What follows belongs to an exercise in optimizing a design on an open flow for small area, a short achievable clock period and few clock cycles per item; a production flow would make more cautious choices. Function was checked by simulation only, so behaviour that the tests miss may differ from the original. No driver is modelled on the clock port, so clocking that relies on it looks cheaper here than on a real chip. No activity file was given, so power comes from the tool's default toggle rates.

[design/flow/config.mk]
export PLATFORM = sky130hd
export DESIGN_NAME = line_codec
export DESIGN_NICKNAME = line_codec
export VERILOG_FILES = /design/flow/design.v
export SDC_FILE = /design/flow/constraint.sdc
export NUM_CORES = 4
export LEC_CHECK = 0
export ABC_CLOCK_PERIOD_IN_PS = 3000
export CAP_MARGIN = 20
export CORE_MARGIN = 2
export CORE_UTILIZATION = 45
export SLEW_MARGIN = 20
export SYNTH_HIERARCHICAL = 1
export SYNTH_MINIMUM_KEEP_SIZE = 0
[design/flow/constraint.sdc]
create_clock -name core_clock -period 9.0 [get_ports {clk}]
set_input_delay 1.8000 -clock core_clock [delete_from_list [all_inputs] [get_ports {clk}]]
set_output_delay 1.8000 -clock core_clock [all_outputs]
set_load 0.01 [all_outputs]
[design/flow/design.v]
module line_codec (
    input  wire        clk,
    input  wire        rst,           
    input  wire        cmd_valid,
    output wire        cmd_ready,
    input  wire [15:0] cmd,
    input  wire [7:0]  len,
    input  wire [63:0] line_in,
    input  wire [63:0] data_in,       
    output reg         done,
    output wire [15:0] rsp,
    output reg  [63:0] line_q,
    output reg  [63:0] data_q,
    output reg  [14:0] crc_q,
    output wire [7:0]  enstat_q
);
    genvar i;
    wire [3:0] op  = cmd[3:0];
    wire [1:0] fmt = cmd[5:4];
    wire       lb  = cmd[6];
    wire       rsv_ok = (cmd[15:7] == 9'd0);
    wire is_crc  = rsv_ok && (op == 4'h1);
    wire is_dec  = rsv_ok && (op == 4'h2);
    wire is_enc  = rsv_ok && (op == 4'h3);
    wire is_chk  = rsv_ok && (op == 4'h4);
    wire bad_format = (is_dec && (fmt == 2'd3)) ||
                      (is_enc && ((fmt == 2'd3) || (fmt == 2'd0)));
    wire len_gt8 = (len[7:4] != 4'd0) || (len[3] && (len[2:0] != 3'd0));
    wire len_gt6 = (len[7:3] != 5'd0) || (len[2:0] == 3'd7);
    wire bad_length = is_enc && ((fmt == 2'd1) ? (!lb && len_gt8)
                                               : ((fmt == 2'd2) && len_gt6));
    wire ok_crc  = is_crc && (fmt == 2'd0) && !lb;
    wire ok_dec  = is_dec && (fmt != 2'd3) && !lb;
    wire ok_enc  = is_enc && (fmt[1] ^ fmt[0]) && !(fmt[0] && lb) && !bad_length;
    wire ok_chk  = is_chk && (fmt == 2'd0) && !lb;
    wire bad_param = !(ok_crc || ok_dec || ok_enc || ok_chk);
    wire bad_opc   = bad_param && !bad_format && !bad_length;
    wire sel_d  = cmd[2] || (cmd[1] && cmd[0]);             
    wire sel_u  = !(cmd[0] || cmd[2] || cmd[4] || cmd[5]);  
    wire sel_lh = !cmd[2] && !(cmd[1] && cmd[0]);           
    wire sel_ll = !cmd[2] && (cmd[0] ? !cmd[1]              
                                     : (cmd[4] || cmd[5]));
    wire sel_lb = sel_d && fmt[1];                          
    wire [7:0] keep = {len[3],
                       len[3] || (len[2] && len[1] && len[0]),
                       len[3] || (len[2] && len[1]),
                       len[3] || (len[2] && (len[1] || len[0])),
                       len[3] || len[2],
                       len[3] || len[2] || (len[1] && len[0]),
                       len[3] || len[2] || len[1],
                       len[3] || len[2] || len[1] || len[0]};
    wire [7:0] sel_dk = {8{cmd[2]}} | ({8{cmd[1] && cmd[0]}} & keep);
    wire [63:0] opnd_d;
    generate
        for (i = 0; i < 48; i = i + 1) begin : g_opl
            lc_ao222 u_op (.a(line_in[i]), .sa(sel_ll),
                           .b(line_in[i + 15]), .sb(sel_u),
                           .c(data_in[i]), .sc(sel_dk[i / 8]),
                           .y(opnd_d[i]));
        end
        for (i = 48; i < 63; i = i + 1) begin : g_oph
            lc_ao22 u_op (.a(line_in[i]), .sa(sel_lh),
                          .b(data_in[i]), .sb(sel_dk[i / 8]),
                          .y(opnd_d[i]));
        end
    endgenerate
    lc_ao222 u_op63 (.a(line_in[63]), .sa(sel_lh),
                     .b(lb), .sb(sel_lb),
                     .c(data_in[63]), .sc(sel_dk[7]),
                     .y(opnd_d[63]));
    wire [2:0] cls_d = ok_crc ? 3'd1 :
                       ok_dec ? {1'b0, 2'd2} + {1'b0, fmt} :
                       ok_enc ? (fmt[1] ? 3'd6 : 3'd5) :
                       ok_chk ? 3'd7 : 3'd0;
    wire [1:0] cause_d = bad_length ? 2'd3 :
                         bad_format ? 2'd2 :
                         bad_opc    ? 2'd1 : 2'd0;
    reg  [63:0] opnd;
    reg         a_v;                        
    reg  [2:0]  a_cls;
    reg  [1:0]  a_cause;
    always @(posedge clk) begin
        a_v     <= cmd_valid && !rst;
        opnd    <= opnd_d;
        a_cls   <= cls_d;
        a_cause <= cause_d;
    end
    wire a_crc  = (a_cls == 3'd1);
    wire a_dec  = (a_cls == 3'd2) || (a_cls == 3'd3) || (a_cls == 3'd4);
    wire a_draw = (a_cls == 3'd3);
    wire a_ddes = (a_cls == 3'd4);
    wire a_enc  = (a_cls == 3'd5) || (a_cls == 3'd6);
    wire a_edes = (a_cls == 3'd6);
    wire a_chk  = (a_cls == 3'd7);
    wire a_bp   = (a_cause != 2'd0);
    wire a_c1   = a_cause[1];
    wire a_c0   = a_cause[0];
    wire [63:0] m = {opnd[62:48], opnd[63], opnd[47:0]};
    wire [14:0] syn;
    wire [14:0] crc_v;
    wire t64;
    wire t65;
    wire t66;
    wire t67;
    wire t68;
    wire t69;
    wire t70;
    wire t71;
    wire t72;
    wire t73;
    wire t74;
    wire t75;
    wire t76;
    wire t77;
    wire t78;
    wire t79;
    wire t80;
    wire t81;
    wire t82;
    wire t83;
    wire t84;
    wire t85;
    wire t86;
    wire t87;
    wire t88;
    wire t89;
    wire t90;
    wire t91;
    wire t92;
    wire t93;
    wire t94;
    wire t95;
    wire t96;
    wire t97;
    wire t98;
    wire t99;
    wire t100;
    wire t101;
    wire t102;
    wire t103;
    wire t104;
    wire t105;
    wire t106;
    wire t107;
    wire t108;
    wire t109;
    wire t110;
    wire t111;
    wire t112;
    wire t113;
    wire t114;
    wire t115;
    wire t116;
    wire t117;
    wire t118;
    wire t119;
    wire t120;
    wire t121;
    wire t122;
    wire t123;
    wire t124;
    wire t125;
    wire u0;
    wire u1;
    wire u2;
    wire u3;
    wire u4;
    wire u5;
    wire u6;
    wire u7;
    wire u8;
    wire u9;
    wire u10;
    wire u11;
    wire u12;
    wire u13;
    wire u14;
    wire u15;
    wire u16;
    wire u17;
    wire u18;
    wire u19;
    wire u20;
    wire u21;
    wire u22;
    wire u23;
    wire u24;
    wire u25;
    wire u26;
    wire u27;
    wire u28;
    wire u29;
    wire u30;
    wire u31;
    wire u32;
    wire u33;
    wire u34;
    wire u35;
    wire u36;
    wire u37;
    wire u38;
    wire u39;
    wire u40;
    wire u41;
    wire u42;
    wire u43;
    wire u44;
    wire u45;
    wire u46;
    wire u47;
    wire u48;
    wire u49;
    wire u50;
    wire u51;
    wire u52;
    wire u53;
    wire u54;
    wire u55;
    wire u56;
    wire u57;
    wire u58;
    wire u59;
    wire u60;
    wire u61;
    wire u62;
    wire u63;
    wire u64;
    wire u65;
    wire u66;
    wire u67;
    wire u68;
    wire u69;
    wire u70;
    wire u71;
    wire u72;
    wire u73;
    wire u74;
    wire u75;
    wire u76;
    wire u77;
    wire u78;
    wire u79;
    wire u80;
    wire u81;
    wire u82;
    wire u83;
    wire u84;
    wire u85;
    wire u86;
    wire u87;
    wire u88;
    wire u89;
    wire u90;
    wire u91;
    wire u92;
    wire u93;
    wire u94;
    wire u95;
    wire u96;
    wire u97;
    wire u98;
    wire u99;
    wire u100;
    wire u101;
    wire u102;
    wire u103;
    wire u104;
    wire u105;
    wire u106;
    wire u107;
    wire u108;
    wire u109;
    wire u110;
    wire u111;
    wire u112;
    wire u113;
    wire u114;
    wire u115;
    wire u116;
    wire u117;
    wire u118;
    wire u119;
    wire u120;
    lc_xor2 x0 (.a(m[2]), .b(m[11]), .y(t64));
    lc_xor2 x1 (.a(m[12]), .b(m[45]), .y(t65));
    lc_xor2 x2 (.a(m[19]), .b(m[21]), .y(t66));
    lc_xor2 x3 (.a(m[25]), .b(m[30]), .y(t67));
    lc_xor2 x4 (.a(m[43]), .b(m[48]), .y(t68));
    lc_xor2 x5 (.a(m[31]), .b(m[47]), .y(t69));
    lc_xor2 x6 (.a(m[44]), .b(m[46]), .y(t70));
    lc_xor2 x7 (.a(m[22]), .b(m[23]), .y(t71));
    lc_xor2 x8 (.a(m[26]), .b(m[32]), .y(t72));
    lc_xor2 x9 (.a(m[1]), .b(m[10]), .y(t73));
    lc_xor2 x10 (.a(m[24]), .b(m[29]), .y(t74));
    lc_xor2 x11 (.a(m[4]), .b(m[9]), .y(t75));
    lc_xor2 x12 (.a(m[13]), .b(t64), .y(t76));
    lc_xor2 x13 (.a(m[5]), .b(m[40]), .y(t77));
    lc_xor2 x14 (.a(m[6]), .b(t72), .y(t78));
    lc_xor2 x15 (.a(t67), .b(t69), .y(t79));
    lc_xor2 x16 (.a(m[17]), .b(m[28]), .y(t80));
    lc_xor2 x17 (.a(m[18]), .b(m[20]), .y(t81));
    lc_xor2 x18 (.a(m[0]), .b(m[38]), .y(t82));
    lc_xor2 x19 (.a(m[27]), .b(m[41]), .y(t83));
    lc_xor2 x20 (.a(m[39]), .b(t75), .y(t84));
    lc_xor2 x21 (.a(t70), .b(t74), .y(t85));
    lc_xor2 x22 (.a(t66), .b(t71), .y(t86));
    lc_xor2 x23 (.a(t65), .b(t68), .y(t87));
    lc_xor2 x24 (.a(m[16]), .b(m[42]), .y(t88));
    lc_xor2 x25 (.a(m[3]), .b(m[14]), .y(t89));
    lc_xor2 x26 (.a(m[8]), .b(t73), .y(t90));
    lc_xor2 x27 (.a(t79), .b(t85), .y(t91));
    lc_xor2 x28 (.a(m[33]), .b(m[36]), .y(t92));
    lc_xor2 x29 (.a(m[11]), .b(m[35]), .y(t93));
    lc_xor2 x30 (.a(m[37]), .b(t82), .y(t94));
    lc_xor2 x31 (.a(m[15]), .b(t77), .y(t95));
    lc_xor2 x32 (.a(m[5]), .b(t81), .y(t96));
    lc_xor2 x33 (.a(m[6]), .b(t89), .y(t97));
    lc_xor2 x34 (.a(t83), .b(t88), .y(t98));
    lc_xor2 x35 (.a(m[34]), .b(t80), .y(t99));
    lc_xor2 x36 (.a(t76), .b(t78), .y(t100));
    lc_xor2 x37 (.a(t84), .b(t86), .y(t101));
    lc_xor2 x38 (.a(m[3]), .b(m[37]), .y(t102));
    lc_xor2 x39 (.a(m[13]), .b(m[25]), .y(t103));
    lc_xor2 x40 (.a(m[38]), .b(m[39]), .y(t104));
    lc_xor2 x41 (.a(m[7]), .b(m[31]), .y(t105));
    lc_xor2 x42 (.a(m[32]), .b(m[46]), .y(t106));
    lc_xor2 x43 (.a(m[12]), .b(m[15]), .y(t107));
    lc_xor2 x44 (.a(m[19]), .b(m[36]), .y(t108));
    lc_xor2 x45 (.a(m[21]), .b(m[22]), .y(t109));
    lc_xor2 x46 (.a(m[18]), .b(m[23]), .y(t110));
    lc_xor2 x47 (.a(m[1]), .b(m[43]), .y(t111));
    lc_xor2 x48 (.a(t77), .b(t81), .y(t112));
    lc_xor2 x49 (.a(m[4]), .b(t107), .y(t113));
    lc_xor2 x50 (.a(t83), .b(t92), .y(t114));
    lc_xor2 x51 (.a(t74), .b(t106), .y(t115));
    lc_xor2 x52 (.a(m[33]), .b(t73), .y(t116));
    lc_xor2 x53 (.a(t80), .b(t93), .y(t117));
    lc_xor2 x54 (.a(t90), .b(t96), .y(t118));
    lc_xor2 x55 (.a(t70), .b(t113), .y(t119));
    lc_xor2 x56 (.a(t87), .b(t90), .y(t120));
    lc_xor2 x57 (.a(t87), .b(t97), .y(t121));
    lc_xor2 x58 (.a(t78), .b(t105), .y(t122));
    lc_xor2 x59 (.a(t76), .b(t95), .y(t123));
    lc_xor2 x60 (.a(m[17]), .b(t94), .y(t124));
    lc_xor2 x61 (.a(t91), .b(t100), .y(t125));
    lc_xor2 x62 (.a(m[20]), .b(m[27]), .y(u0));
    lc_xor2 x63 (.a(m[29]), .b(m[49]), .y(u1));
    lc_xor2 x64 (.a(m[7]), .b(t64), .y(u2));
    lc_xor2 x65 (.a(t66), .b(t75), .y(u3));
    lc_xor2 x66 (.a(u0), .b(u1), .y(u4));
    lc_xor2 x67 (.a(t116), .b(u2), .y(u5));
    lc_xor2 x68 (.a(u3), .b(u4), .y(u6));
    lc_xor2 x69 (.a(t121), .b(t124), .y(u7));
    lc_xor2 x70 (.a(u5), .b(u6), .y(u8));
    lc_xor2 x71 (.a(u7), .b(u8), .y(syn[0]));
    lc_xor2 x72 (.a(m[28]), .b(m[30]), .y(u9));
    lc_xor2 x73 (.a(m[34]), .b(m[3]), .y(u10));
    lc_xor2 x74 (.a(m[50]), .b(m[7]), .y(u11));
    lc_xor2 x75 (.a(t104), .b(t109), .y(u12));
    lc_xor2 x76 (.a(u10), .b(u11), .y(u13));
    lc_xor2 x77 (.a(u9), .b(t76), .y(u14));
    lc_xor2 x78 (.a(u12), .b(u13), .y(u15));
    lc_xor2 x79 (.a(t118), .b(t119), .y(u16));
    lc_xor2 x80 (.a(u14), .b(u15), .y(u17));
    lc_xor2 x81 (.a(u16), .b(u17), .y(syn[1]));
    lc_xor2 x82 (.a(m[16]), .b(m[29]), .y(u18));
    lc_xor2 x83 (.a(m[35]), .b(m[51]), .y(u19));
    lc_xor2 x84 (.a(m[8]), .b(t65), .y(u20));
    lc_xor2 x85 (.a(t69), .b(t77), .y(u21));
    lc_xor2 x86 (.a(u18), .b(u19), .y(u22));
    lc_xor2 x87 (.a(t76), .b(t97), .y(u23));
    lc_xor2 x88 (.a(u20), .b(u21), .y(u24));
    lc_xor2 x89 (.a(u22), .b(t101), .y(u25));
    lc_xor2 x90 (.a(u23), .b(u24), .y(u26));
    lc_xor2 x91 (.a(u25), .b(u26), .y(syn[2]));
    lc_xor2 x92 (.a(m[30]), .b(m[45]), .y(u27));
    lc_xor2 x93 (.a(m[52]), .b(t111), .y(u28));
    lc_xor2 x94 (.a(u27), .b(t114), .y(u29));
    lc_xor2 x95 (.a(t115), .b(t86), .y(u30));
    lc_xor2 x96 (.a(t94), .b(u28), .y(u31));
    lc_xor2 x97 (.a(t123), .b(u29), .y(u32));
    lc_xor2 x98 (.a(u30), .b(u31), .y(u33));
    lc_xor2 x99 (.a(u32), .b(u33), .y(syn[3]));
    lc_xor2 x100 (.a(m[0]), .b(m[10]), .y(u34));
    lc_xor2 x101 (.a(m[11]), .b(m[45]), .y(u35));
    lc_xor2 x102 (.a(m[53]), .b(m[7]), .y(u36));
    lc_xor2 x103 (.a(t68), .b(u34), .y(u37));
    lc_xor2 x104 (.a(u35), .b(u36), .y(u38));
    lc_xor2 x105 (.a(t98), .b(t99), .y(u39));
    lc_xor2 x106 (.a(u37), .b(u38), .y(u40));
    lc_xor2 x107 (.a(t101), .b(t91), .y(u41));
    lc_xor2 x108 (.a(u39), .b(u40), .y(u42));
    lc_xor2 x109 (.a(u41), .b(u42), .y(syn[4]));
    lc_xor2 x110 (.a(m[42]), .b(m[54]), .y(u43));
    lc_xor2 x111 (.a(t71), .b(t72), .y(u44));
    lc_xor2 x112 (.a(u43), .b(t112), .y(u45));
    lc_xor2 x113 (.a(t117), .b(u44), .y(u46));
    lc_xor2 x114 (.a(t120), .b(t91), .y(u47));
    lc_xor2 x115 (.a(u45), .b(u46), .y(u48));
    lc_xor2 x116 (.a(u47), .b(u48), .y(syn[5]));
    lc_xor2 x117 (.a(m[55]), .b(m[9]), .y(u49));
    lc_xor2 x118 (.a(t110), .b(t66), .y(u50));
    lc_xor2 x119 (.a(u49), .b(t114), .y(u51));
    lc_xor2 x120 (.a(t87), .b(u50), .y(u52));
    lc_xor2 x121 (.a(u51), .b(u52), .y(u53));
    lc_xor2 x122 (.a(t125), .b(u53), .y(syn[6]));
    lc_xor2 x123 (.a(m[42]), .b(m[56]), .y(u54));
    lc_xor2 x124 (.a(t109), .b(t111), .y(u55));
    lc_xor2 x125 (.a(t75), .b(t82), .y(u56));
    lc_xor2 x126 (.a(u54), .b(t99), .y(u57));
    lc_xor2 x127 (.a(u55), .b(u56), .y(u58));
    lc_xor2 x128 (.a(u57), .b(u58), .y(u59));
    lc_xor2 x129 (.a(t125), .b(u59), .y(syn[7]));
    lc_xor2 x130 (.a(m[44]), .b(m[57]), .y(u60));
    lc_xor2 x131 (.a(t93), .b(u60), .y(u61));
    lc_xor2 x132 (.a(t78), .b(t79), .y(u62));
    lc_xor2 x133 (.a(t96), .b(u61), .y(u63));
    lc_xor2 x134 (.a(t101), .b(t124), .y(u64));
    lc_xor2 x135 (.a(u62), .b(u63), .y(u65));
    lc_xor2 x136 (.a(u64), .b(u65), .y(syn[8]));
    lc_xor2 x137 (.a(m[24]), .b(m[27]), .y(u66));
    lc_xor2 x138 (.a(m[48]), .b(m[58]), .y(u67));
    lc_xor2 x139 (.a(t104), .b(t65), .y(u68));
    lc_xor2 x140 (.a(t73), .b(t92), .y(u69));
    lc_xor2 x141 (.a(u66), .b(u67), .y(u70));
    lc_xor2 x142 (.a(t112), .b(t86), .y(u71));
    lc_xor2 x143 (.a(u68), .b(u69), .y(u72));
    lc_xor2 x144 (.a(u70), .b(t122), .y(u73));
    lc_xor2 x145 (.a(u71), .b(u72), .y(u74));
    lc_xor2 x146 (.a(u73), .b(u74), .y(syn[9]));
    lc_xor2 x147 (.a(m[40]), .b(m[41]), .y(u75));
    lc_xor2 x148 (.a(m[59]), .b(t103), .y(u76));
    lc_xor2 x149 (.a(t71), .b(t82), .y(u77));
    lc_xor2 x150 (.a(t89), .b(u75), .y(u78));
    lc_xor2 x151 (.a(t115), .b(t84), .y(u79));
    lc_xor2 x152 (.a(t99), .b(u76), .y(u80));
    lc_xor2 x153 (.a(u77), .b(u78), .y(u81));
    lc_xor2 x154 (.a(t120), .b(u79), .y(u82));
    lc_xor2 x155 (.a(u80), .b(u81), .y(u83));
    lc_xor2 x156 (.a(u82), .b(u83), .y(syn[10]));
    lc_xor2 x157 (.a(m[14]), .b(m[26]), .y(u84));
    lc_xor2 x158 (.a(m[35]), .b(m[41]), .y(u85));
    lc_xor2 x159 (.a(m[42]), .b(m[47]), .y(u86));
    lc_xor2 x160 (.a(m[60]), .b(t110), .y(u87));
    lc_xor2 x161 (.a(t67), .b(u84), .y(u88));
    lc_xor2 x162 (.a(u85), .b(u86), .y(u89));
    lc_xor2 x163 (.a(t116), .b(t84), .y(u90));
    lc_xor2 x164 (.a(t85), .b(u87), .y(u91));
    lc_xor2 x165 (.a(u88), .b(u89), .y(u92));
    lc_xor2 x166 (.a(t123), .b(u90), .y(u93));
    lc_xor2 x167 (.a(u91), .b(u92), .y(u94));
    lc_xor2 x168 (.a(u93), .b(u94), .y(syn[11]));
    lc_xor2 x169 (.a(m[10]), .b(m[24]), .y(u95));
    lc_xor2 x170 (.a(m[26]), .b(m[34]), .y(u96));
    lc_xor2 x171 (.a(m[61]), .b(t108), .y(u97));
    lc_xor2 x172 (.a(t64), .b(u95), .y(u98));
    lc_xor2 x173 (.a(u96), .b(t79), .y(u99));
    lc_xor2 x174 (.a(t95), .b(t98), .y(u100));
    lc_xor2 x175 (.a(u97), .b(u98), .y(u101));
    lc_xor2 x176 (.a(t121), .b(u100), .y(u102));
    lc_xor2 x177 (.a(u101), .b(u99), .y(u103));
    lc_xor2 x178 (.a(u102), .b(u103), .y(syn[12]));
    lc_xor2 x179 (.a(m[20]), .b(m[62]), .y(u104));
    lc_xor2 x180 (.a(t102), .b(t103), .y(u105));
    lc_xor2 x181 (.a(t68), .b(u104), .y(u106));
    lc_xor2 x182 (.a(t117), .b(t98), .y(u107));
    lc_xor2 x183 (.a(u105), .b(u106), .y(u108));
    lc_xor2 x184 (.a(t119), .b(t122), .y(u109));
    lc_xor2 x185 (.a(u107), .b(u108), .y(u110));
    lc_xor2 x186 (.a(u109), .b(u110), .y(syn[13]));
    lc_xor2 x187 (.a(m[0]), .b(m[28]), .y(u111));
    lc_xor2 x188 (.a(m[44]), .b(m[47]), .y(u112));
    lc_xor2 x189 (.a(m[48]), .b(m[63]), .y(u113));
    lc_xor2 x190 (.a(m[9]), .b(t102), .y(u114));
    lc_xor2 x191 (.a(t108), .b(t88), .y(u115));
    lc_xor2 x192 (.a(u111), .b(u112), .y(u116));
    lc_xor2 x193 (.a(u113), .b(u114), .y(u117));
    lc_xor2 x194 (.a(u115), .b(u116), .y(u118));
    lc_xor2 x195 (.a(t100), .b(t118), .y(u119));
    lc_xor2 x196 (.a(u117), .b(u118), .y(u120));
    lc_xor2 x197 (.a(u119), .b(u120), .y(syn[14]));
    lc_xor2 x198 (.a(syn[0]), .b(m[49]), .y(crc_v[0]));
    lc_xor2 x199 (.a(syn[1]), .b(m[50]), .y(crc_v[1]));
    lc_xor2 x200 (.a(syn[2]), .b(m[51]), .y(crc_v[2]));
    lc_xor2 x201 (.a(syn[3]), .b(m[52]), .y(crc_v[3]));
    lc_xor2 x202 (.a(syn[4]), .b(m[53]), .y(crc_v[4]));
    lc_xor2 x203 (.a(syn[5]), .b(m[54]), .y(crc_v[5]));
    lc_xor2 x204 (.a(syn[6]), .b(m[55]), .y(crc_v[6]));
    lc_xor2 x205 (.a(syn[7]), .b(m[56]), .y(crc_v[7]));
    lc_xor2 x206 (.a(syn[8]), .b(m[57]), .y(crc_v[8]));
    lc_xor2 x207 (.a(syn[9]), .b(m[58]), .y(crc_v[9]));
    lc_xor2 x208 (.a(syn[10]), .b(m[59]), .y(crc_v[10]));
    lc_xor2 x209 (.a(syn[11]), .b(m[60]), .y(crc_v[11]));
    lc_xor2 x210 (.a(syn[12]), .b(m[61]), .y(crc_v[12]));
    lc_xor2 x211 (.a(syn[13]), .b(m[62]), .y(crc_v[13]));
    lc_xor2 x212 (.a(syn[14]), .b(m[63]), .y(crc_v[14]));
    wire        crc_ok = (syn == 15'd0);
    wire        ones   = &opnd;
    wire [2:0]  a_cnt  = (opnd[15:0]  == 16'hA5A5) +
                         (opnd[31:16] == 16'h5A5A) +
                         (opnd[47:32] == 16'hA5A5) +
                         (opnd[63:48] == 16'h5A5A);
    wire        mm     = a_ddes && !ones && !crc_ok;
    assign cmd_ready = 1'b1;
    reg [5:0] rsp_r;                        
    reg [3:0] enstat_r;
    assign rsp      = {8'd0, rsp_r[5:4], rsp_r[3], 1'b0, rsp_r[2:1], rsp_r[3], rsp_r[0]};
    assign enstat_q = {4'd0, enstat_r};
    reg rst_q;
    always @(posedge clk) rst_q <= rst;
    wire go      = a_v && !rst_q;
    wire wr_crc  = go && a_crc;
    wire dlo_early = go && a_dec && (!a_ddes || ones);
    wire dlo_chk   = go && a_ddes && !ones;
    wire wr_dlo  = dlo_early || (dlo_chk && crc_ok);
    wire wr_dhi  = go && a_draw;
    wire wr_line = go && a_enc;
    wire wr_lraw = go && a_enc && !a_edes;
    wire wr_ldes = go && a_edes;
    wire wr_chk  = go && a_chk;
    wire ho_crc  = !rst_q && !wr_crc;
    wire ho_dlo  = !rst_q && !dlo_early && !(dlo_chk && crc_ok);
    wire ho_dhi  = !rst_q && !wr_dhi;
    wire ho_line = !rst_q && !wr_line;
    wire [14:0] crc_d;
    wire [63:0] data_d, line_d;
    generate
        for (i = 0; i < 15; i = i + 1) begin : g_crc
            lc_ao22 u_c (.a(crc_v[i]), .sa(wr_crc), .b(crc_q[i]), .sb(ho_crc),
                         .y(crc_d[i]));
            lc_ao222 u_lc (.a(opnd[48 + i]), .sa(wr_lraw), .b(crc_v[i]), .sb(wr_ldes),
                           .c(line_q[48 + i]), .sc(ho_line), .y(line_d[48 + i]));
        end
        for (i = 0; i < 48; i = i + 1) begin : g_lo
            lc_ao22 u_d (.a(opnd[i]), .sa(wr_dlo), .b(data_q[i]), .sb(ho_dlo),
                         .y(data_d[i]));
            lc_ao22 u_l (.a(opnd[i]), .sa(wr_line), .b(line_q[i]), .sb(ho_line),
                         .y(line_d[i]));
        end
        for (i = 48; i < 64; i = i + 1) begin : g_dh
            lc_ao22 u_d (.a(opnd[i]), .sa(wr_dhi), .b(data_q[i]), .sb(ho_dhi),
                         .y(data_d[i]));
        end
    endgenerate
    lc_ao22 u_l63 (.a(opnd[63]), .sa(wr_line), .b(line_q[63]), .sb(ho_line),
                   .y(line_d[63]));
    wire [5:0] rsp_n = {a_dec && !mm && opnd[63],               
                        a_ddes && ones,                         
                        mm,                                     
                        a_c1, a_c0,                             
                        a_bp};                                  
    always @(posedge clk) begin
        done     <= a_v && !rst;
        rsp_r    <= rst_q ? 6'd0 : (a_v ? rsp_n : rsp_r);
        enstat_r <= rst_q ? 4'd0 : (a_v && a_chk ? {(a_cnt != 3'd0), a_cnt} : enstat_r);
        crc_q    <= crc_d;
        data_q   <= data_d;
        line_q   <= line_d;
    end
endmodule
module lc_xor2 (
    input  wire a,
    input  wire b,
    output wire y
);
    assign y = a ^ b;
endmodule
module lc_ao22 (
    input  wire a,
    input  wire sa,
    input  wire b,
    input  wire sb,
    output wire y
);
    assign y = (a & sa) | (b & sb);
endmodule
module lc_ao222 (
    input  wire a,
    input  wire sa,
    input  wire b,
    input  wire sb,
    input  wire c,
    input  wire sc,
    output wire y
);
    assign y = (a & sa) | (b & sb) | (c & sc);
endmodule
[design/flow/flow/run.sh]
#!/bin/bash
# Standard ORFS layout, with the port buffers made from the smallest buffer
# cell, a clock tree of clkbuf_8 (clusters of up to 12 sinks) without dummy
# loads, the timing repair aimed at a setup slack of MARGIN ns at the 9 ns
# clock, and a later clock for the result registers that wait for the CRC
# check (flow/skew.tcl, applied to the CTS result before routing).
set -euo pipefail
MARGIN=$(cat flow/margin.txt)
ARGS=(BUFFER_PORTS_ARGS="-buffer_cell sky130_fd_sc_hd__buf_1"
      CTS_ARGS="-sink_clustering_enable -repair_clock_nets -dont_use_dummy_load -buf_list {sky130_fd_sc_hd__clkbuf_8} -sink_clustering_size 12 -sink_clustering_max_diameter 40"
      SETUP_SLACK_MARGIN=$MARGIN)
bash standard.sh "${ARGS[@]}" cts > standard_cts.log 2>&1
RES=$PWD/orfs/results/sky130hd/line_codec/base openroad -no_init -exit flow/skew.tcl > skew.log 2>&1
bash standard.sh "${ARGS[@]}" finish > standard.log 2>&1
[design/flow/flow/margin.txt]
6.0
[design/flow/flow/skew.tcl]
# Delay the clock of the result registers that wait for the CRC check
# (data_q[47:0] and rsp_r): their data inputs come only from other
# registers (the stage-A operand and flags), so a later capture clock gives
# the register-to-register CRC path more time; their paths to the outputs
# lose the same time. One clock buffer is inserted per leaf clock net,
# driving that net's registers of this set. Runs on the CTS result, before
# global routing.
set res $::env(RES)
set plat $::env(FLOW_HOME)/platforms/sky130hd
read_lef $plat/lef/sky130_fd_sc_hd.tlef
read_lef $plat/lef/sky130_fd_sc_hd_merged.lef
read_liberty $plat/lib/sky130_fd_sc_hd__tt_025C_1v80.lib
read_db $res/4_cts.odb
read_sdc $res/4_cts.sdc
source $plat/setRC.tcl
set_propagated_clock [all_clocks]
estimate_parasitics -placement
report_worst_slack
set groups [dict create]
foreach inst [get_cells -filter "ref_name=~*dfxtp*"] {
  if {![regexp {^(data_q\[([0-9]|[1-3][0-9]|4[0-7])\]|rsp_r\[)} [get_full_name $inst]]} continue
  set pin [get_pins -of_objects $inst -filter "name==CLK"]
  dict lappend groups [get_full_name [get_nets -of_objects $pin]] [get_full_name $pin]
}
set k 0
dict for {net pins} $groups {
  insert_buffer -buffer_cell sky130_fd_sc_hd__clkbuf_8 -net $net -load_pins $pins \
    -buffer_name skewbuf_$k -net_name skewnet_$k
  incr k
}
puts "inserted $k skew buffers"
detailed_placement
check_placement
estimate_parasitics -placement
report_worst_slack
write_db $res/4_cts.odb
[design/flow/standard.sh]
#!/bin/bash
# synth_recipe.tcl (not shown) runs the flow's synth.tcl, then flattens the netlist and writes it again
# the make line also repeats each setting of config.mk as NAME=value (left out here)
make -C /OpenROAD-flow-scripts/flow DESIGN_CONFIG=/design/flow/config.mk WORK_HOME=/design/flow/orfs CLKGATE_MAP_FILE= SYNTH_SCRIPT=/design/flow/synth_recipe.tcl "${@:-finish}"
==> results of run 1 <==
## area by class of cell
type                            instances  area (sq um)
Fill cell                            1762          7300
Multi-Input combinational cell        579          5630
Sequential cell                       225          4680
Timing Repair Buffer                  394          2080
Clock buffer                           45           619
Tap cell                              275           344
Inverter                               76           285
Antenna cell                            3          7.51
## state kept, by name (all words and copies together), names as in the netlist, 2 cells and up
signal / flops
enstat_r: 4
crc_q: 15
line_q: 64
data_q: 64
a_cls: 3
rsp_r: 6
a_cause: 2
opnd: 64
## per-module statistics from Yosys, one instance, submodules excluded
module      area [sq um]  copies in the design  flops+latches
line_codec          5610                     1            225
lc_ao222            13.8                    64              0
lc_xor2             8.76                   213              0
lc_ao22             8.76                   143              0
## worst paths after layout
kind	end	slack (ns)	cells after the start
worst max-delay path	data_q[37]	5.86	13
worst max register to register	data_q[37]	5.86	13
worst min register to register	rsp_r[1]	0.40	2
worst min-delay path	rsp_r[1]	0.40	2
## kinds of logic (layout without fill, tap and decap cells)
family / count (synthesis) / in the layout / synth area share
and+or+nand+nor: 107 / 108 / 0.0617
DFF: 225 / 225 / 0.469
buffers and inverters: 96 / 515 / 0.0434
AOI/OAI and AO/OA: 230 / 231 / 0.215
other: 2 / 17 / 0.000782
muxes: 5 / 5 / 0.00521
adders and majority gates: 7 / 7 / 0.00990
xor gates and xnor gates: 214 / 214 / 0.195
## critical path: stages, from the launching register on
cell and delay, ns:
dfxtp_4 0.44, xor2_2 0.25, xor2_1 0.23, xor2_1 0.32, xor2_1 0.29, xor2_1 0.15
nor4_1 0.32, nand4_1 0.23, and3_4 0.26, nor3_4 0.12, buf_6 0.16, buf_6 0.14
buf_12 0.13, a22o_1 0.14
## report_power, final
| group | switching (mW) | total, mW | internal (mW) |
|---|---|---|---|
| Sequential | 0.109 | 1.14 | 1.03 |
| Clock | 0.379 | 0.815 | 0.436 |
| Combinational | 0.826 | 1.45 | 0.626 |
| Total | 1.31 | 3.41 | 2.10 |
## repair_timing
action	CTS	global route
hold buffers	0	0
endpoints found under the setup margin	142	149
resized for setup	168	94
cloned	4	5
pin swaps	37	64
setup buffers	53	13
## cell usage in the layout, fill, tap and decap left out, types with 3 or more instances in the layout
cell type	n
a222oi_1	64
a22o_1	143
a311oi_1	3
buf_1	263
buf_12	5
buf_2	9
buf_4	65
buf_6	7
buf_8	3
clkbuf_16	4
clkbuf_2	34
clkbuf_8	45
conb_1	14
dfxtp_1	161
dfxtp_2	24
dfxtp_4	40
diode_2	3
ha_1	5
inv_1	74
mux2i_1	5
nand2_1	10
nand3_1	4
nand4_1	19
nor2_1	24
nor3_1	13
nor4_1	16
nor4_4	4
xor2_1	159
xor2_2	25
xor2_4	29
## routing by layer
| layer | track usage | share of wire | vias up |
|---|---|---|---|
| met1 | 0.446 | 0.40 | 4584 |
| met4 | 0.115 | 0.031 | 2 |
| met2 | 0.545 | 0.48 | 598 |
| met5 | 0 | 0.00033 | - |
| li1 | - | - | 4135 |
| met3 | 0.0570 | 0.092 | 91 |
## per-stage QoR
| step | instance area, sq um | hold WS [ns] | total power [mW] |
|---|---|---|---|
| floorplan | 9860 | 0.465 | 1.88 |
| global placement | 11300 | 0.455 | 2.19 |
| detailed placement | 11300 | 0.452 | 2.19 |
| CTS | 12900 | 0.474 | 3.09 |
| global route | 13700 | 0.458 | 3.55 |
| finish | 13700 | 0.396 | 3.41 |
==> metrics.md, run 1 <==
| Metric | Value |
|---|---|
| # IOs | `324` |
| Die Y | `150 microns` |
| Fin nets | `1,483` |
| CTS Buf Count | `28` |
| Row cnt | `53` |
| Clock latency on the worst-skew pair | `0.69 ns` |
| Setup WS post-layout | `5.86 ns` |
| TritonRoute pass-1 iters | `15` |
| RSZ-0062 raised after global routing | `true` |
| Drt drc | `0` |
| Hpwl dp | `26,800 microns` |
| Drt via density | `5.89` |
| FMAX | `318 MHz` |
| Clock tree buffer depth | `3` |
| CP Launch Type | `register` |
| Worst slew margin | `0.306` |
| 1st-iter DRT viols | `1,035` |
| Syn Area/Cell | `10.8 sq um` |
| CORE AREA | `0.0210 sq mm` |
| WL per Instance | `24.8 microns` |
| Pin count of the biggest net entering global routing | `52` |
| GRT Total Usage | `0.333` |
| Share of the synthesized area in the top cell type | `0.469` |
| Mapped Cells | `886` |
| Layout cells sized above 1 | `0.243` |
| Post-synth top cells | `dfxtp_1, xor2_1, a22o_1` |
| First-pass GRT wire length | `56,000 microns` |
| Port bufs | `309` |
| Initial antenna violation count | `3` |
| Leading post-synthesis cells by cell area | `dfxtp_1, xor2_1, a22o_1` |
| Total wire length | `39,600 microns` |
| Worst Clk Skew | `0.161 ns` |
| Worst EP required | `9.58 ns` |
| Prevailing post-synth register cell | `dfxtp_1` |
| Total number of vias | `9,410` |
| WP data arrival | `3.72 ns` |
| DRT antenna net count | `0` |
| Most numerous cell in the Yosys netlist | `dfxtp_1` |
| Slew @ Worst Pin | `1.04 ns` |
| DP Worst Slack | `4.98 ns` |
| RR Startpoint | `opnd[39]` |
| Final period util | `0.349` |
| Seq/Total Area, Yosys | `0.469` |
| H-tree levels | `1` |
| Power Dens Cells | `250 mW/mm^2` |
| Reg clk slew, reported paths | `0.07 ns` |
| Yosys reg bits | `225` |
| Die footprint | `0.0225 sq mm` |
| Synth-to-layout area growth | `42.2%` |
| Vias in the first global route | `9,073` |
| Clock sink count | `225` |
| Critical Path Sink Type | `register` |
| Setup TNS | `0 ns` |
| Final setup vio count | `0` |
| Final hold vios | `0` |
| Min Clock Period, post-route | `3.14 ns` |
| HP Class | `reg2reg` |
| Die W | `150 microns` |
| Post-Place Cells | `1,474` |
| Worst Setup SP | `opnd[39]` |
| Synth Cell Area | `0.00961 sq mm` |
| Placer Congestion | `0.955` |
| Congestion Overflow GR | `0` |
| Yosys cell types | `44` |
| Starting utilization of the core area | `0.458` |
| Status | `complete, no violations` |
| Yosys warns | `7` |
| Crit Path Max Fanout | `6` |
| Leak pwr | `5.71 nW` |
| Crit Path Class | `reg2reg` |
| Max VDD drop | `156 uV` |
| Fin. max-slew vios | `0` |
| Count of flip-flops with a built-in enable after synthesis | `0` |
| CTS tree | `built` |
| Ys async rst share | `0` |
| Fin util | `0.652` |
| HP Start | `a_cause[0]` |
| Fin cells | `1,597` |
| Maxcap violations | `0` |
| Synth area leader | `dfxtp_1` |
| Clock root buffer | `clkbuf_8` |
Testbench counts, summed over its fixed seeds: cycles 4,808, items 4,800.
==> run 2, diff against run 1 <==
==> design/flow/flow/margin.txt (replaced) <==
5.8
==> run 2 against run 1 <==
Worst setup slack got worse by 0.076 ns. Fmax decreased by 2.4%. Global-route usage is 1.9 points lower. Utilization fell by 5.0 points. Sequential cell count did not move. Non-clock buffer count fell by 59.
==> metrics.md, run 2 <==
| Metric | Value |
|---|---|
| Cts hold-fix bufs | `0` |
| Worst Reg-to-Reg Cells | `12` |
| Synth-to-layout area growth | `31.2%` |
| Most common cell after layout, fill and taps aside | `buf_1` |
| Leading post-synthesis cells by cell area | `dfxtp_1, xor2_1, a22o_1` |
| Critical Path Most Common Cell | `xor2_1` |
| Vias in the first global route | `8,682` |
| Final hold vios | `0` |
| H-tree levels | `1` |
| Drt drc | `0` |
| Critical-path top delay cell | `dfxtp_2` |
| Fin nets | `1,424` |
| WHS Endpoint | `rsp_r[1]` |
| Worst Clk Skew | `0.207 ns` |
| CP peak stage delay | `0.47 ns` |
| DRT antenna net count | `0` |
| Hpwl dp | `26,700 microns` |
| Cell Chain, Critical Path | `xor2_1 > xor2_1 > xor2_1 > xor2_1 > xor2_1 > nor4_1 > nand4_1 > and3_4 > nor3_4 > buf_4 > buf_16 > a22o_1` |
| Met2 Track Usage GR | `0.520` |
| Post-Place Cells | `1,472` |
| Mapped Cells | `886` |
| 1st-iter DRT viols | `1,031` |
| Critical Path Sink Type | `register` |
| GR Util met1 | `0.410` |
| Die W | `150 microns` |
| Layout cells sized above 1 | `0.144` |
| Clock tree buffer depth | `3` |
| Final period util | `0.358` |
| Drt via density | `5.83` |
| Total number of vias | `8,961` |
| Fin. max-slew vios | `0` |
| Fillers | `1,856` |
| Pin count of the biggest net entering global routing | `51` |
| GRT Total Usage | `0.314` |
| FF-to-FF End | `data_q[34]` |
| Share of the synthesized area in the top cell type | `0.469` |
| Prevailing post-synth register cell | `dfxtp_1` |
| Commonest non-fill, non-tap cells in the layout | `buf_1, dfxtp_1, xor2_1, a22o_1, inv_1` |
| Worst slew margin | `0.289` |
| Clock sink count | `225` |
| Syn Area/Cell | `10.8 sq um` |
| GR peak layer | `met2` |
| CTS tree | `built` |
| Die footprint | `0.0225 sq mm` |
| Starting utilization of the core area | `0.458` |
| Final setup vio count | `0` |
| Leak pwr | `5.15 nW` |
| Initial antenna violation count | `2` |
| Setup TNS | `0 ns` |
| Max VDD drop | `122 uV` |
| Yosys cell types | `44` |
| Ys async rst share | `0` |
| Met3 usage | `0.0648` |
| Clock root buffer | `clkbuf_8` |
| Status | `complete, no violations` |
| Worst hold path cell count | `2` |
| Count of flip-flops with a built-in enable after synthesis | `0` |
| Maxcap violations | `0` |
| RSZ-0062 raised after global routing | `true` |
| Hold_ws | `0.369 ns` |
| Power Dens Cells | `247 mW/mm^2` |
| Internal reg-to-reg setup slack | `5.78 ns` |
| Row cnt | `53` |
| Synth area leader | `dfxtp_1` |
| Biggest regs | `data_q (64), line_q (64), opnd (64)` |
| Reg clk slew, reported paths | `0.07 ns` |
| Port bufs | `309` |
| WP data arrival | `3.81 ns` |
| Clock latency on the worst-skew pair | `0.72 ns` |
| Total wire length | `37,100 microns` |
| Crit Path Class | `reg2reg` |
| RR Startpoint | `opnd[33]` |
| Most numerous cell in the Yosys netlist | `dfxtp_1` |
| Yosys warns | `7` |
| TritonRoute pass-1 iters | `13` |
| Min Clock Period, post-route | `3.22 ns` |
| HP Class | `reg2reg` |
| Post-synth top cells | `dfxtp_1, xor2_1, a22o_1` |
| FMAX | `311 MHz` |
| Seq/Total Area, Yosys | `0.469` |
| Die Y | `150 microns` |
| WL per Instance | `24.1 microns` |
| CP Launch Type | `register` |
| Congestion Overflow GR | `0` |
| # IOs | `324` |
| Placer Congestion | `0.939` |
| Synth Cell Area | `0.00961 sq mm` |
| Fin cells | `1,536` |
| Slew @ Worst Pin | `1.06 ns` |
| Yosys reg bits | `225` |
| First-pass GRT wire length | `53,100 microns` |
| Crit Path Max Fanout | `24` |
| CORE AREA | `0.0210 sq mm` |
| CTS Buf Count | `29` |
| HP Start | `a_cause[0]` |
| Worst EP required | `9.59 ns` |
==> run 2: cell counts after synthesis <==
No cell type changed its count.
==> run 2: area by class of cell <==
class	count	area (sq um)	area share
tap	275	344	0.0273
timing repair buffer	335	1410	0.112
sequential	225	4610	0.366
antenna	1	2.50	0.000199
inverter	76	285	0.0226
multi-input combinational	578	5310	0.422
clock buffer	46	633	0.0502
==> run 2: metal layers <==
| layer | vias up | part of all wire |
|---|---|---|
| met3 | 89 | 0.085 |
| met2 | 514 | 0.48 |
| met4 | 2 | 0.032 |
| met1 | 4345 | 0.40 |
| met5 | - | 0.00035 |
| li1 | 4011 | - |
==> run 2: cell families after synthesis <==
kind of cell,share of synthesized area
AO/OA/AOI/OAI,0.215
XOR/XNOR,0.195
adder cells (fa/ha/maj),0.00990
buffers and inverters,0.0434
flip-flops,0.469
multiplexers,0.00521
other,0.000782
AND/OR/NAND/NOR,0.0617
==> run 2: worst max-delay path by stage <==
| stage | from | to | slack [ns] | cells after the start |
|---|---|---|---|---|
| floorplan | cmd[0] | opnd[0] | 5.48 | 4 |
| global placement | cmd[0] | opnd[31] | 5.14 | 6 |
| detailed placement | cmd[0] | opnd[16] | 5.07 | 5 |
| CTS | opnd[31] | data_q[34] | 5.80 | 13 |
| global route | opnd[23] | data_q[34] | 5.72 | 13 |
| finish | opnd[33] | data_q[34] | 5.78 | 12 |
==> run 2: worst max-delay path: cells and delay by family, from the launching register on <==
| kind | cells | cell delay, ns |
|---|---|---|
| buf+inv | 2 | 0.35 |
| simple gates | 4 | 1.00 |
| compound gates | 1 | 0.16 |
| xor+xnor | 5 | 1.24 |
| flops | 1 | 0.47 |
==> run 2: modules after synthesis (local to each module, per instance) <==
module / times used / flops+latches / cell area, sq um / cells inside
line_codec: 1 / 225 / 5610 / 402
lc_ao222: 64 / 0 / 13.8 / 2
lc_ao22: 143 / 0 / 8.76 / 1
lc_xor2: 213 / 0 / 8.76 / 1
==> run 2: repair_timing <==
action | 4_1_cts | 5_1_grt
pin swaps | 12 | 11
cloned | 2 | 0
buffers inserted | 11 | 4
endpoints found under the setup margin | 105 | 94
gates resized for setup | 102 | 24
==> run 2: stage by stage <==
| stage | setup WS [ns] | power (mW) | utilization | instance area, sq um |
|---|---|---|---|---|
| floorplan | 5.48 | 1.88 | - | 9840 |
| global placement | 5.14 | 2.19 | 0.538 | 11300 |
| detailed placement | 5.07 | 2.18 | 0.538 | 11300 |
| CTS | 5.80 | 2.87 | 0.583 | 12200 |
| global route | 5.72 | 3.25 | 0.601 | 12600 |
| finish | 5.78 | 3.11 | 0.601 | 12600 |
==> run 2: report_power, final <==
part / switching, mW / internal, mW
logic: 0.717 / 0.421
registers: 0.113 / 1.03
clock network: 0.381 / 0.445
==> run 3, diff against run 2 <==
--- a/design/flow/design.v
+++ b/design/flow/design.v
@@ -36,20 +36,16 @@
     wire bad_param = !(ok_crc || ok_dec || ok_enc || ok_chk);
     wire bad_opc   = bad_param && !bad_format && !bad_length;
     wire sel_d  = cmd[2] || (cmd[1] && cmd[0]);             
-    wire sel_u  = !(cmd[0] || cmd[2] || cmd[4] || cmd[5]);  
-    wire sel_lh = !cmd[2] && !(cmd[1] && cmd[0]);           
-    wire sel_ll = !cmd[2] && (cmd[0] ? !cmd[1]              
-                                     : (cmd[4] || cmd[5]));
+    wire sel_u  = !cmd[0] && !cmd[2] && (fmt == 2'd0);      
+    wire sel_lh = !sel_d;                                   
+    wire sel_ll = !sel_d && !sel_u;                         
     wire sel_lb = sel_d && fmt[1];                          
-    wire [7:0] keep = {len[3],
-                       len[3] || (len[2] && len[1] && len[0]),
-                       len[3] || (len[2] && len[1]),
-                       len[3] || (len[2] && (len[1] || len[0])),
-                       len[3] || len[2],
-                       len[3] || len[2] || (len[1] && len[0]),
-                       len[3] || len[2] || len[1],
-                       len[3] || len[2] || len[1] || len[0]};
-    wire [7:0] sel_dk = {8{cmd[2]}} | ({8{cmd[1] && cmd[0]}} & keep);
+    wire [7:0] sel_dk;
+    generate
+        for (i = 0; i < 8; i = i + 1) begin : g_keep
+            assign sel_dk[i] = sel_d && (cmd[2] || len[3] || (len[2:0] > i));
+        end
+    endgenerate
     wire [63:0] opnd_d;
     generate
         for (i = 0; i < 48; i = i + 1) begin : g_opl
@@ -510,16 +506,14 @@
     always @(posedge clk) rst_q <= rst;
     wire go      = a_v && !rst_q;
     wire wr_crc  = go && a_crc;
-    wire dlo_early = go && a_dec && (!a_ddes || ones);
-    wire dlo_chk   = go && a_ddes && !ones;
-    wire wr_dlo  = dlo_early || (dlo_chk && crc_ok);
+    wire wr_dlo  = go && a_dec && !mm;
     wire wr_dhi  = go && a_draw;
     wire wr_line = go && a_enc;
     wire wr_lraw = go && a_enc && !a_edes;
     wire wr_ldes = go && a_edes;
     wire wr_chk  = go && a_chk;
     wire ho_crc  = !rst_q && !wr_crc;
-    wire ho_dlo  = !rst_q && !dlo_early && !(dlo_chk && crc_ok);
+    wire ho_dlo  = !rst_q && !wr_dlo;
     wire ho_dhi  = !rst_q && !wr_dhi;
     wire ho_line = !rst_q && !wr_line;
     wire [14:0] crc_d;
--- a/design/flow/flow/run.sh
+++ b/design/flow/flow/run.sh
@@ -2,8 +2,8 @@
 # Standard ORFS layout, with the port buffers made from the smallest buffer
 # cell, a clock tree of clkbuf_8 (clusters of up to 12 sinks) without dummy
 # loads, the timing repair aimed at a setup slack of MARGIN ns at the 9 ns
-# clock, and a later clock for the result registers that wait for the CRC
-# check (flow/skew.tcl, applied to the CTS result before routing).
+# clock, and a later clock for the stage-B result registers (flow/skew.tcl,
+# applied to the CTS result before routing).
 set -euo pipefail
 MARGIN=$(cat flow/margin.txt)
 ARGS=(BUFFER_PORTS_ARGS="-buffer_cell sky130_fd_sc_hd__buf_1"
==> design/flow/flow/margin.txt (replaced) <==
5.6
==> design/flow/flow/skew.tcl (replaced) <==
# Delay the clock of the stage-B result registers (data_q, line_q, crc_q):
# their data inputs come only from other registers (the stage-A operand and
# flags), so a later capture clock gives the register-to-register CRC path
# more time; their paths to the outputs lose the same time. One clock
# buffer is inserted per leaf clock net, driving that net's result
# registers. Runs on the CTS result, before global routing.
set res $::env(RES)
set plat $::env(FLOW_HOME)/platforms/sky130hd
read_lef $plat/lef/sky130_fd_sc_hd.tlef
read_lef $plat/lef/sky130_fd_sc_hd_merged.lef
read_liberty $plat/lib/sky130_fd_sc_hd__tt_025C_1v80.lib
read_db $res/4_cts.odb
read_sdc $res/4_cts.sdc
source $plat/setRC.tcl
set_propagated_clock [all_clocks]
estimate_parasitics -placement
report_worst_slack
set groups [dict create]
foreach inst [get_cells -filter "ref_name=~*dfxtp*"] {
  if {![regexp {^(data_q|line_q|crc_q)\[} [get_full_name $inst]]} continue
  set pin [get_pins -of_objects $inst -filter "name==CLK"]
  dict lappend groups [get_full_name [get_nets -of_objects $pin]] [get_full_name $pin]
}
set k 0
dict for {net pins} $groups {
  insert_buffer -buffer_cell sky130_fd_sc_hd__clkbuf_4 -net $net -load_pins $pins \
    -buffer_name skewbuf_$k -net_name skewnet_$k
  incr k
}
puts "inserted $k skew buffers"
detailed_placement
check_placement
estimate_parasitics -placement
report_worst_slack
write_db $res/4_cts.odb
==> run 3 against run 2 <==
Design area shrank 4.9%. Die area barely moved. Cell count down 0.65%. Power fell by 6.1%. Count of clock-buffer cells in the layout up 5. Still clean. Sequential power hardly changed. Critical endpoint is now opnd[52]. Clock power decreased by 9.7%. Sequential cell count is the same. Non-clock buffer count is 19 lower. Via count up 0.12%. Routed wire length is 0.51% higher. Worst hold slack better by 0.082 ns.
==> metrics.md, run 3 <==
| Metric | Value |
|---|---|
| Leading post-synthesis cells by cell area | `dfxtp_1, xor2_1, a22o_1` |
| Commonest non-fill, non-tap cells in the layout | `buf_1, dfxtp_1, xor2_1, a22o_1, inv_1` |
| Setup TNS | `0 ns` |
| Die W | `150 microns` |
| Most numerous cell in the Yosys netlist | `dfxtp_1` |
| Critical Path End | `opnd[52]` |
| Syn Area/Cell | `10.9 sq um` |
| Clock root buffer | `clkbuf_8` |
| RR Startpoint | `rst_q` |
| Max VDD drop | `155 uV` |
| Fin nets | `1,415` |
| WP data arrival | `3.80 ns` |
| Fin util | `0.570` |
| Placer Congestion | `1.04` |
| Synth Area in Adders | `0.00989` |
| GRT Total Usage | `0.318` |
| Placed instance area | `0.0111 sq mm` |
| Die Y | `150 microns` |
| Power Dens Cells | `244 mW/mm^2` |
| Clock latency on the worst-skew pair | `0.68 ns` |
| Final period util | `0.374` |
| Row cnt | `53` |
| Synth-to-layout area growth | `24.6%` |
| Mapped Cells | `885` |
| Most common cell after layout, fill and taps aside | `buf_1` |
| Antenna cell count | `0` |
| Crit Path Max Fanout | `10` |
| Crit-path leading delay family | `compound AO/OA/AOI/OAI gates` |
| FF-to-FF End | `line_q[19]` |
| Reg clk slew, reported paths | `0.12 ns` |
| TritonRoute pass-1 iters | `9` |
| Synth area leader | `dfxtp_1` |
| Total wire length | `37,300 microns` |
| CP peak stage delay | `0.66 ns` |
| Cell Chain, Critical Path | `buf_1 > nand2_1 > nand2b_1 > nand3_1 > o21ai_1 > a22o_1` |
| Drt via density | `5.88` |
| Vias in the first global route | `8,837` |
| Worst Clk Skew | `0.181 ns` |
| Synth Cell Area | `0.00961 sq mm` |
| Min Clock Period, post-route | `3.36 ns` |
| Post-synthesis compound-gate area fraction | `0.216` |
| CP Launch Type | `input port` |
| WL per Instance | `24.4 microns` |
| Die footprint | `0.0225 sq mm` |
| HP Class | `reg2reg` |
| DRT antenna net count | `0` |
| Worst Reg-to-Reg Cells | `7` |
| Final setup vio count | `0` |
| Critical-path top delay cell | `o21ai_1` |
| Max layer used | `met4` |
| CORE AREA | `0.0210 sq mm` |
| Worst Setup SP | `cmd[0]` |
| FMAX | `297 MHz` |
| Fillers | `2,007` |
| Port bufs | `309` |
| Pin count of the biggest net entering global routing | `52` |
| Seq/Total Area, Yosys | `0.469` |
| Maxcap violations | `0` |
| Met2 Routed Length | `17,500 microns` |
| Slew @ Worst Pin | `0.944 ns` |
| Yosys reg bits | `225` |
| Hpwl dp | `26,500 microns` |
| M1 wire length | `14,900 microns` |
| Status | `complete, no violations` |
| Layout cells sized above 1 | `0.106` |
| Critical Path Sink Type | `register` |
| Starting utilization of the core area | `0.457` |
| H-tree levels | `1` |
| Post-synth top cells | `dfxtp_1, xor2_1, a22o_1` |
| Design area | `0.0120 sq mm` |
| Clock sink count | `225` |
| Internal reg-to-reg setup slack | `5.73 ns` |
| Drt drc | `0` |
| Final total power | `2.92 mW` |
| # IOs | `324` |
| CTS tree | `built` |
| Total number of vias | `8,972` |
| 1st-iter DRT viols | `1,136` |
| Ys async rst share | `0` |
| Crit Path Class | `in2reg` |
| CP bufs+invs | `1` |
| Share of the synthesized area in the top cell type | `0.469` |
| Final hold vios | `0` |
| Post-Synth Simple-Gate Area | `0.0640` |
| Worst hold path cell count | `1` |
| Fin. max-slew vios | `0` |
| Critical path depth | `6` |
| Biggest regs | `data_q (64), line_q (64), opnd (64)` |
| First-pass GRT wire length | `53,300 microns` |
| Congestion Overflow GR | `0` |
| Worst EP required | `9.44 ns` |
| Yosys cell types | `47` |
| Post-synthesis mux area share | `0.00521` |
| Count of flip-flops with a built-in enable after synthesis | `0` |
| Met3 wire length | `3440 microns` |
| Leak pwr | `4.95 nW` |
| Prevailing post-synth register cell | `dfxtp_1` |
| Synth Area in XOR/XNOR | `0.194` |
| Clock tree buffer depth | `3` |
| Largest family of logic cells by synthesized area | `compound AO/OA/AOI/OAI gates` |
| Yosys warns | `7` |
| CTS Buf Count | `27` |
| Worst slew margin | `0.368` |
| RSZ-0062 raised after global routing | `true` |
| Initial antenna violation count | `0` |
==> run 3: timing repair <==
item / in CTS / in global routing
setup buffers: 0 / 1
endpoints found under the hold margin: 0 / 0
gates cloned: 4 / 1
setup endpoints to repair: 87 / 96
pin swaps: 6 / 4
resized for setup: 36 / 26
hold buffers: 0 / 0
==> run 3: worst min path at each step <==
stage / startpoint / endpoint / slack [ns]
finish: opnd[11] / line_q[11] / 0.45
global route: opnd[11] / line_q[11] / 0.45
CTS: data_q[39] / data_q[39] / 0.47
detailed placement: data_q[1] / data_q[1] / 0.46
global placement: data_q[45] / data_q[45] / 0.46
floorplan: a_cause[0] / rsp_r[1] / 0.46
==> run 3: logic make-up (layout without fill, tap and decap cells) <==
group           Yosys count  in the layout
mux                       5              5
simple gates            108            113
compound gates          233            233
flops                   225            225
other cells               2             14
buf+inv                  92            441
xor+xnor                213            213
fa+ha+maj                 7              7
==> run 3: metal layers <==
layer / track usage / vias up
li1: - / 4002
met5: 0 / -
met1: 0.405 / 4296
met3: 0.0642 / 94
met2: 0.529 / 580
met4: 0.126 / 0
==> run 3: modules after synthesis (local to each module, per instance) <==
module      copies in the design  flops+latches  cells
line_codec                     1            225    401
lc_ao222                      64              0      2
lc_ao22                      143              0      1
lc_xor2                      213              0      1
==> run 3: layout make-up <==
class                   instances  area (sq um)  area share
flip-flops and latches        225          4540       0.379
well taps                     275           344      0.0287
clock buffers                  51           552      0.0460
multi-input cells             585          5050       0.421
inverters                      74           278      0.0232
repair buffers                316          1220       0.102
==> run 3: per-stage QoR <==
stage	worst slack [ns]	std cells	hold WS, ns
6_report	5.64	1526	0.451
5_1_grt	5.56	1526	0.454
4_1_cts	5.59	1500	0.471
3_5_place_dp	4.92	1469	0.458
3_3_place_gp	4.76	1469	0.456
2_1_floorplan	5.68	897	0.464
==> run 3: power breakdown <==
group	switching (mW)	total, mW	internal (mW)
clock	0.365	0.746	0.381
combinational	0.682	1.05	0.366
sequential	0.0966	1.13	1.03
total	1.14	2.92	1.78
Testbench counts of run 3, summed over its fixed seeds: cycles 4,808, items 4,800.

[what the ideal ports hide]
The results above use ideal ports. As a check the final layouts listed here were re-extracted and re-timed, cells and wires unchanged. Step 1: set_driving_cell puts a clkbuf_16 on clk and a buf_2 on each other input, an assumption about the parent block. Step 2 adds t to the input delays and takes it off the output delays; t is the mean of the earliest and latest rising clock arrival at the registers after step 1. Input paths then give back, and output paths get back, about the clock's delay inside the block. Three values: no drivers, after step 1, after step 2; two values: the first two.
run	t, ns	slack for setup (ns)	cell pins on the clock port's net
run 1	0.641	5.856 / 5.856 / 5.449	1
run 2	0.660	5.781 / 5.781 / 5.206	1
run 3	0.631	5.637 / 5.622 / 4.991	1
After both steps setup and hold are still met in every run listed. The setup slack of run 3, which loses most, moves by -0.015 ns with the drivers and by -0.646 ns with both steps.
